From an optimization exercise on the open Yosys and OpenROAD flow, aimed at a short achievable clock period and few clock cycles; shortcuts taken in it are not production practice.
At most, simulation tests tie the RTL to the original design; equivalence was not proved.
Power and IR drop assume default switching activity.

==> job 1742: inputs <==
Design cvb, start of the top module:
module cvb (
    input  wire        clk,
    input  wire        rst,           
    input  wire        host_wr,
    input  wire [2:0]  host_waddr,
    input  wire [15:0] host_wdata,
    input  wire [2:0]  host_raddr,
    output wire [15:0] host_rdata,
    output wire        busy,
    output wire [2:0]  outcome,
    output wire        mem_en,
    output wire        mem_we,
    output wire [15:0] mem_addr,
    output wire [7:0]  mem_wdata,
    input  wire [7:0]  mem_rdata,
    output wire        poll_en,
    output wire [1:0]  poll_sel,      
    input  wire        poll_ans,
    output wire        put_en,
    output wire [7:0]  put_data,
    output wire        get_en,
    input  wire [7:0]  get_data,
    output wire        chs_valid,
    output wire [7:0]  chs_data,
    input  wire        chs_ready,
    input  wire        chs_err,
    input  wire        chr_valid,
    input  wire [7:0]  chr_data,
    input  wire        chr_err,
    output wire        chr_ready
);
    localparam [2:0] O_NONE    = 3'd0,
                     O_OK      = 3'd1,
                     O_TIMEOUT = 3'd2,
                     O_CHERR   = 3'd3,
                     O_MALF    = 3'd4,
                     O_INVAL   = 3'd5,
                     O_NOTF    = 3'd6,
                     O_ILLEGAL = 3'd7;
    localparam [7:0] LIMIT_RESET = 8'd16;
    reg [15:0] ptr, len, res;
  ...
clock: 6.0 ns
lec_check: 0
cap_margin: 20
core_margin: 2
core_utilization: 60
place_density: 0.7
setup_slack_margin: 3.0
slew_margin: 20
synth_hierarchical: 1
synth_minimum_keep_size: 0
run.sh (not shown) runs the stock make flow with config.mk's settings and CLKGATE_MAP_FILE= SYNTH_SCRIPT=/design/flow/synth_recipe.tcl, a recipe that flattens the netlist after the stock synthesis.
==> job 8362 (differences from job 1742) <==
--- a/flow/design.v
+++ b/flow/design.v
@@ -66,21 +66,16 @@
     reg [1:0]  trl_push;
     reg [2:0]  wn;                
     reg [15:0] wa, wb;            
     reg [4:0]  scnt;              
     reg [7:0]  rb;                
     reg        rbv, rbpar, apar;
     reg [15:0] sum;
     reg [7:0]  b30;
-    reg        qne;               
-    reg [7:0]  qd;
-    reg [15:0] qaddr;
-    reg        pfin;              
-    reg [2:0]  pcode;
     reg [15:0] oaddr;             
     reg [15:0] oleft;             
     reg        rk_nb, rk_first, rk_last;    
     reg        dk_nb, dk_first, dk_last;    
     reg [15:0] daddr;             
     reg [15:0] dp1, dm1;          
     reg [15:0] hp1, hm1;          
     reg        hv, hc, h40;       
@@ -93,40 +88,37 @@
     wire        op1     = (opb == 3'd1);
     wire        op2     = (opb == 3'd2);
     wire        op3     = (opb == 3'd3);
     wire        op4     = (opb == 3'd4);
     wire        op5     = (opb == 3'd5);
     wire        st_wr   = cmdz & op1 & ok_wr;
     wire        st_wtr  = cmdz & op2 & ok_wtr;
     wire        st_enc  = cmdz & op3 & ptr_nz;
-    wire        st_dec  = cmdz & op4 & ptr_nz;
+    wire        st_dec  = cmdz & op4 & ptr_nz;       
     wire        st_rsy  = cmdz & op5 & ok_rsy;
     cvb_o_mem_en u_mem_en (
         .host_wr(host_wr), .host_waddr(host_waddr), .opc(host_wdata[7:0]), .busy(busy_r),
         .ok_wr(ok_wr), .ok_rsy(ok_rsy), .chr_valid(chr_valid), .chr_err(chr_err),
-        .dq(m_dec & qne), .dr(m_dec & chr_ready_r), .r(mem_en_r), .q(mem_en)
+        .m_dec(m_dec), .r(mem_en_r), .q(mem_en)
     );
-    assign mem_we = mem_we_r | (m_dec & qne) | (m_dec & chr_ready_r & chr_valid & ~chr_err);
+    assign mem_we = mem_we_r | (m_dec & chr_valid & ~chr_err);
     cvb_o_op1 u_poll_en (
         .host_wr(host_wr), .host_waddr(host_waddr), .opc(host_wdata[7:0]), .busy(busy_r),
         .ok(ok_wr), .r(poll_en_r), .q(poll_en)
     );
     cvb_o_op2 u_put_en (
         .host_wr(host_wr), .host_waddr(host_waddr), .opc(host_wdata[7:0]), .busy(busy_r),
         .ok(ok_wtr), .r(put_en_r), .q(put_en)
     );
     cvb_o_op3 u_chs_valid (
         .host_wr(host_wr), .host_waddr(host_waddr), .opc(host_wdata[7:0]), .busy(busy_r),
         .ok(ptr_nz), .r((qn != 3'd0) | (m_enc & rdp)), .q(chs_valid)
     );
-    cvb_o_op4 u_chr_ready (
-        .host_wr(host_wr), .host_waddr(host_waddr), .opc(host_wdata[7:0]), .busy(busy_r),
-        .ok(ptr_nz), .r(chr_ready_r), .q(chr_ready)
-    );
+    assign chr_ready = chr_ready_r;
     cvb_rdbit u_rd0  (.a(host_raddr), .d1(status[0]), .d2(ptr[0]),  .d3(len[0]),  .d4(fill[0]), .d5(limit[0]), .d6(res[0]),  .q(host_rdata[0]));
     cvb_rdbit u_rd1  (.a(host_raddr), .d1(status[1]), .d2(ptr[1]),  .d3(len[1]),  .d4(fill[1]), .d5(limit[1]), .d6(res[1]),  .q(host_rdata[1]));
     cvb_rdbit u_rd2  (.a(host_raddr), .d1(status[2]), .d2(ptr[2]),  .d3(len[2]),  .d4(fill[2]), .d5(limit[2]), .d6(res[2]),  .q(host_rdata[2]));
     cvb_rdbit u_rd3  (.a(host_raddr), .d1(1'b0),      .d2(ptr[3]),  .d3(len[3]),  .d4(fill[3]), .d5(limit[3]), .d6(res[3]),  .q(host_rdata[3]));
     cvb_rdbit u_rd4  (.a(host_raddr), .d1(1'b0),      .d2(ptr[4]),  .d3(len[4]),  .d4(fill[4]), .d5(limit[4]), .d6(res[4]),  .q(host_rdata[4]));
     cvb_rdbit u_rd5  (.a(host_raddr), .d1(1'b0),      .d2(ptr[5]),  .d3(len[5]),  .d4(fill[5]), .d5(limit[5]), .d6(res[5]),  .q(host_rdata[5]));
     cvb_rdbit u_rd6  (.a(host_raddr), .d1(1'b0),      .d2(ptr[6]),  .d3(len[6]),  .d4(fill[6]), .d5(limit[6]), .d6(res[6]),  .q(host_rdata[6]));
     cvb_rdbit u_rd7  (.a(host_raddr), .d1(1'b0),      .d2(ptr[7]),  .d3(len[7]),  .d4(fill[7]), .d5(limit[7]), .d6(res[7]),  .q(host_rdata[7]));
@@ -135,18 +127,18 @@
     cvb_rdbit u_rd10 (.a(host_raddr), .d1(1'b0),      .d2(ptr[10]), .d3(len[10]), .d4(1'b0),    .d5(1'b0),     .d6(res[10]), .q(host_rdata[10]));
     cvb_rdbit u_rd11 (.a(host_raddr), .d1(1'b0),      .d2(ptr[11]), .d3(len[11]), .d4(1'b0),    .d5(1'b0),     .d6(res[11]), .q(host_rdata[11]));
     cvb_rdbit u_rd12 (.a(host_raddr), .d1(1'b0),      .d2(ptr[12]), .d3(len[12]), .d4(1'b0),    .d5(1'b0),     .d6(res[12]), .q(host_rdata[12]));
     cvb_rdbit u_rd13 (.a(host_raddr), .d1(1'b0),      .d2(ptr[13]), .d3(len[13]), .d4(1'b0),    .d5(1'b0),     .d6(res[13]), .q(host_rdata[13]));
     cvb_rdbit u_rd14 (.a(host_raddr), .d1(1'b0),      .d2(ptr[14]), .d3(len[14]), .d4(1'b0),    .d5(1'b0),     .d6(res[14]), .q(host_rdata[14]));
     cvb_rdbit u_rd15 (.a(host_raddr), .d1(1'b0),      .d2(ptr[15]), .d3(len[15]), .d4(1'b0),    .d5(1'b0),     .d6(res[15]), .q(host_rdata[15]));
     assign busy      = busy_r;
     assign outcome   = status;
-    assign mem_addr  = busy_r ? ((m_dec & qne) ? qaddr : maddr) : ptr;
-    assign mem_wdata = m_wtr ? get_data : (m_dec ? (qne ? qd : chr_data) : wreg);
+    assign mem_addr  = busy_r ? maddr : ptr;
+    assign mem_wdata = m_wtr ? get_data : (m_dec ? chr_data : wreg);
     assign poll_sel  = poll_sel_r & {2{busy_r}};
     assign put_data  = (rdp & m_wr) ? mem_rdata : (m_wr ? pbuf : fill);
     assign get_en    = get_en_r;
     assign chs_data  = (m_enc & (qn == 3'd0)) ? mem_rdata : q0;    
     wire        hw_ok   = host_wr & idle_r;
     wire [15:0] ptr_n   = (hw_ok && host_waddr == 3'd2) ? host_wdata : ptr;
     wire [15:0] len_n   = (hw_ok && host_waddr == 3'd3) ? host_wdata : len;
     wire [7:0]  lim_n   = (hw_ok && host_waddr == 3'd5) ? host_wdata[7:0] : limit;
@@ -231,65 +223,61 @@
             ok_rsy  <= (ptr_n != 16'd0) & (len_n[15:1] != 15'd0);
             if (hw_ok && host_waddr == 3'd4) fill <= host_wdata[7:0];
             if (idle_r) begin
                 left       <= len;
                 rem        <= opb[1] ? limit : limit - 8'd1;
                 sub        <= {1'b0, opb[1] | poll_ans};
                 poll_sel_r <= opb[1] ? 2'd2 : 2'd0;
                 maddr      <= (opb[0] & (opb[1] | opb[2])) ? ptr + 16'd2 :
-                              ((opb[0] & ~opb[1] & ~opb[2]) | (opb[2] & ~opb[0] & chr_valid)) ? ptr + 16'd1 :
+                              (opb[0] & ~opb[1] & ~opb[2]) ? ptr + 16'd1 :
                               ptr;
                 rdp        <= opb[0] & ~opb[1];
                 q1         <= 8'h40;
                 rp         <= ptr + 16'd3;
                 rleft      <= 5'd27;
                 rleft_nz   <= 1'b1;
                 occ        <= chs_ready ? 3'd2 : 3'd3;
                 wn         <= 3'd0;
                 wa         <= ptr;
                 wb         <= ptr + 16'd30;
                 trl_push   <= 2'b11;
                 apar       <= 1'b0;
                 sum        <= opb[2] ? 16'd0 : 16'h4020;
-                scnt       <= {4'd0, opb[2] ? chr_valid : chs_ready};
+                scnt       <= {4'd0, ~opb[2] & chs_ready};
                 rb         <= chr_data;
                 rbpar      <= 1'b0;
-                rbv        <= opb[2] & chr_valid;
-                qne        <= chr_valid;
-                qd         <= chr_data;
-                qaddr      <= ptr;
-                pfin       <= 1'b0;
+                rbv        <= 1'b0;
                 dk_nb      <= 1'b0;
                 dk_first   <= 1'b1;
                 dk_last    <= 1'b0;
                 daddr      <= ptr;
                 dp1        <= ptr + 16'd1;
                 dm1        <= ptr - 16'd1;
                 hv         <= 1'b0;
                 rk_nb      <= 1'b0;
                 rk_first   <= 1'b0;
                 rk_last    <= len_eq3;
                 oaddr      <= ptr + 16'd4;
                 oleft      <= len_ge3 ? rsy_n - 16'd2 : 16'd0;
                 busy_r      <= (st_wr & (poll_ans | lim_gt1)) | (st_wtr & lim_nz) | st_enc |
-                               (st_dec & ~(chr_valid & chr_err)) | st_rsy;
+                               st_dec | st_rsy;
                 idle_r      <= ~((st_wr & (poll_ans | lim_gt1)) | (st_wtr & lim_nz) | st_enc |
-                                 (st_dec & ~(chr_valid & chr_err)) | st_rsy);
+                                 st_dec | st_rsy);
                 m_wr        <= st_wr & (poll_ans | lim_gt1);
                 m_wtr       <= st_wtr & lim_nz;
                 m_enc       <= st_enc;
-                m_dec       <= st_dec & ~(chr_valid & chr_err);
+                m_dec       <= st_dec;
                 m_rsy       <= st_rsy;
                 mem_en_r    <= (st_wr & poll_ans & len_ge2) | st_enc | (st_rsy & len_ge3);
                 mem_we_r    <= 1'b0;
                 poll_en_r   <= (st_wr & ~poll_ans & lim_gt1) | (st_wtr & lim_nz);
                 put_en_r    <= st_wr & poll_ans;
                 get_en_r    <= 1'b0;
-                chr_ready_r <= st_dec & ~(chr_valid & chr_err);
+                chr_ready_r <= st_dec;
                 q0          <= (st_enc & chs_ready) ? 8'h40 : 8'h20;
                 qn          <= st_enc ? (chs_ready ? 3'd1 : 3'd2) : 3'd0;
                 if (cmd_wr) begin
                     if (host_wdata[7:3] != 5'd0 || opb == 3'd0 || opb[2:1] == 2'b11) begin
                         status <= O_ILLEGAL;
                     end else if (op1) begin
                         if (!(ptr_nz && len_nz)) begin
                             status <= O_INVAL;
@@ -304,18 +292,16 @@
                         end
                     end else if (op3) begin
                         if (!ptr_nz) begin
                             status <= O_INVAL;
                         end
                     end else if (op4) begin
                         if (!ptr_nz) begin
                             status <= O_INVAL;
-                        end else if (chr_valid && chr_err) begin
-                            status <= O_CHERR;
                         end
                     end else begin
                         if (!(ptr_nz && len_nz)) begin
                             status <= O_INVAL;
                             res <= 16'd0;
                         end else if (!len_ge2) begin
                             status <= O_NOTF;
                             res <= 16'd0;
@@ -445,44 +431,29 @@
                     scnt <= scnt + 5'd1;
                     if (scnt == 5'd31) begin
                         fin = 1'b1; fcode = chs_err ? O_CHERR : O_OK;
                     end
                 end
             end
             if (m_dec) begin
                 rbv <= 1'b0;
-                if (pfin) begin
-                    fin = 1'b1; fcode = pcode;
-                end else begin
-                    qne <= qne & chr_valid & ~chr_err;
-                    if (qne) begin
-                        qd    <= chr_data;
-                        qaddr <= maddr;
-                    end
-                    if (chr_valid) begin
-                        if (chr_err) begin
-                            fin = 1'b1; fcode = O_CHERR;
-                        end else begin
-                            maddr <= maddr + 16'd1;
-                            scnt  <= scnt + 5'd1;
-                            rb    <= chr_data;
-                            rbv   <= (scnt < 5'd30);
-                            rbpar <= scnt[0];
-                            if (scnt == 5'd30) b30 <= chr_data;
-                            if (scnt == 5'd31) begin
-                                if (qne) begin
-                                    pfin        <= 1'b1;
-                                    chr_ready_r <= 1'b0;
-                                    pcode       <= ((chr_data == ~sum[15:8]) && (b30 == ~sum[7:0])) ? O_OK : O_MALF;
-                                end else begin
-                                    fin = 1'b1;
-                                    fcode = ((chr_data == ~sum[15:8]) && (b30 == ~sum[7:0])) ? O_OK : O_MALF;
-                                end
-                            end
+                if (chr_valid) begin
+                    if (chr_err) begin
+                        fin = 1'b1; fcode = O_CHERR;
+                    end else begin
+                        maddr <= maddr + 16'd1;
+                        scnt  <= scnt + 5'd1;
+                        rb    <= chr_data;
+                        rbv   <= (scnt < 5'd30);
+                        rbpar <= scnt[0];
+                        if (scnt == 5'd30) b30 <= chr_data;
+                        if (scnt == 5'd31) begin
+                            fin = 1'b1;
+                            fcode = ((chr_data == ~sum[15:8]) && (b30 == ~sum[7:0])) ? O_OK : O_MALF;
                         end
                     end
                 end
             end
             if (m_rsy) begin
                 if (use_h) hv <= 1'b0;
                 if (arr_ev & nb_now) begin
                     hv    <= 1'b1;
@@ -542,31 +513,22 @@
             end
         end
     end
 endmodule
 module cvb_o_mem_en (
     input  wire       host_wr,
     input  wire [2:0] host_waddr,
     input  wire [7:0] opc,
-    input  wire       busy, ok_wr, ok_rsy, chr_valid, chr_err, dq, dr, r,
+    input  wire       busy, ok_wr, ok_rsy, chr_valid, chr_err, m_dec, r,
     output wire       q
 );
     wire cmdz = host_wr & (host_waddr == 3'd0) & ~busy & (opc[7:3] == 5'd0);
-    assign q = r | dq | (cmdz & (((opc[2:0] == 3'd1) & ok_wr) | ((opc[2:0] == 3'd5) & ok_rsy))) |
-               (dr & chr_valid & ~chr_err);
-endmodule
-module cvb_o_op4 (
-    input  wire       host_wr,
-    input  wire [2:0] host_waddr,
-    input  wire [7:0] opc,
-    input  wire       busy, ok, r,
-    output wire       q
-);
-    assign q = r | (host_wr & (host_waddr == 3'd0) & ~busy & (opc == 8'h04) & ok);
+    assign q = r | (cmdz & (((opc[2:0] == 3'd1) & ok_wr) | ((opc[2:0] == 3'd5) & ok_rsy))) |
+               (m_dec & chr_valid & ~chr_err);
 endmodule
 module cvb_o_op1 (
     input  wire       host_wr,
     input  wire [2:0] host_waddr,
     input  wire [7:0] opc,
     input  wire       busy, ok, r,
     output wire       q
 );
==> impl_results.md <==
* Met3 Usage GRT at 8.34%
* P_comb at 766 uW
* Crit-path leading delay family: multiplexers
* Part of the power in registers at 47.7%
* Switching share of power at 24.9%
* Comb power frac at 9.6%
* Post-Synth Simple-Gate Area at 17.8%
* Status: complete, no violations
* First-pass GRT wire length at 151000 microns
* Total iterations of the first detailed-routing run at 10
Source of the figures above: job 1742

==> impl_results.md <==
* Comb power frac at 9.7%
* Total iterations of the first detailed-routing run at 7
* Switching share of power at 25.4%
* Post-Synth Simple-Gate Area at 18.3%
* Met3 Usage GRT at 6.89%
* First-pass GRT wire length at 143000 microns
* Part of the power in registers at 48.9%
* Status: complete, no violations
Source of the figures above: job 8362

Testbench counts of job 1742, summed over its fixed seeds: cycles 34,524.
Only the layout flow was run in job 8362; the RTL was not checked for function there.

afterwards: timing with drivers on the ports:
The results above use ideal ports. As a check the final layouts listed here were re-extracted and re-timed, cells and wires unchanged.
Step 1 assumes that a clkbuf_16 drives the clock port and a buf_2 every other input.
Step 2 times the ports against the registers' clock, not the clock port: input delays grow and output delays shrink by t, the midpoint of the rising clock arrivals with the driver on.
Three values: no drivers, after step 1, after step 2; two values: the first two.
run	t (ns)	setup WS [ns]	worst hold slack (ns)	clock arrival spread, ns	slew at the worst register clock pin (ns)
job 1742	0.678	2.727 / 2.359 / 2.211	0.449 / 0.449 / 0.449	0.031 / 0.031	0.07 / 0.07
job 8362	0.663	2.676 / 2.407 / 2.252	0.450 / 0.450 / 0.450	0.013 / 0.013	0.07 / 0.07
After both steps every run listed still meets setup and hold. The setup slack of job 1742, which loses most, moves by -0.368 ns with the drivers and by -0.516 ns with both steps.
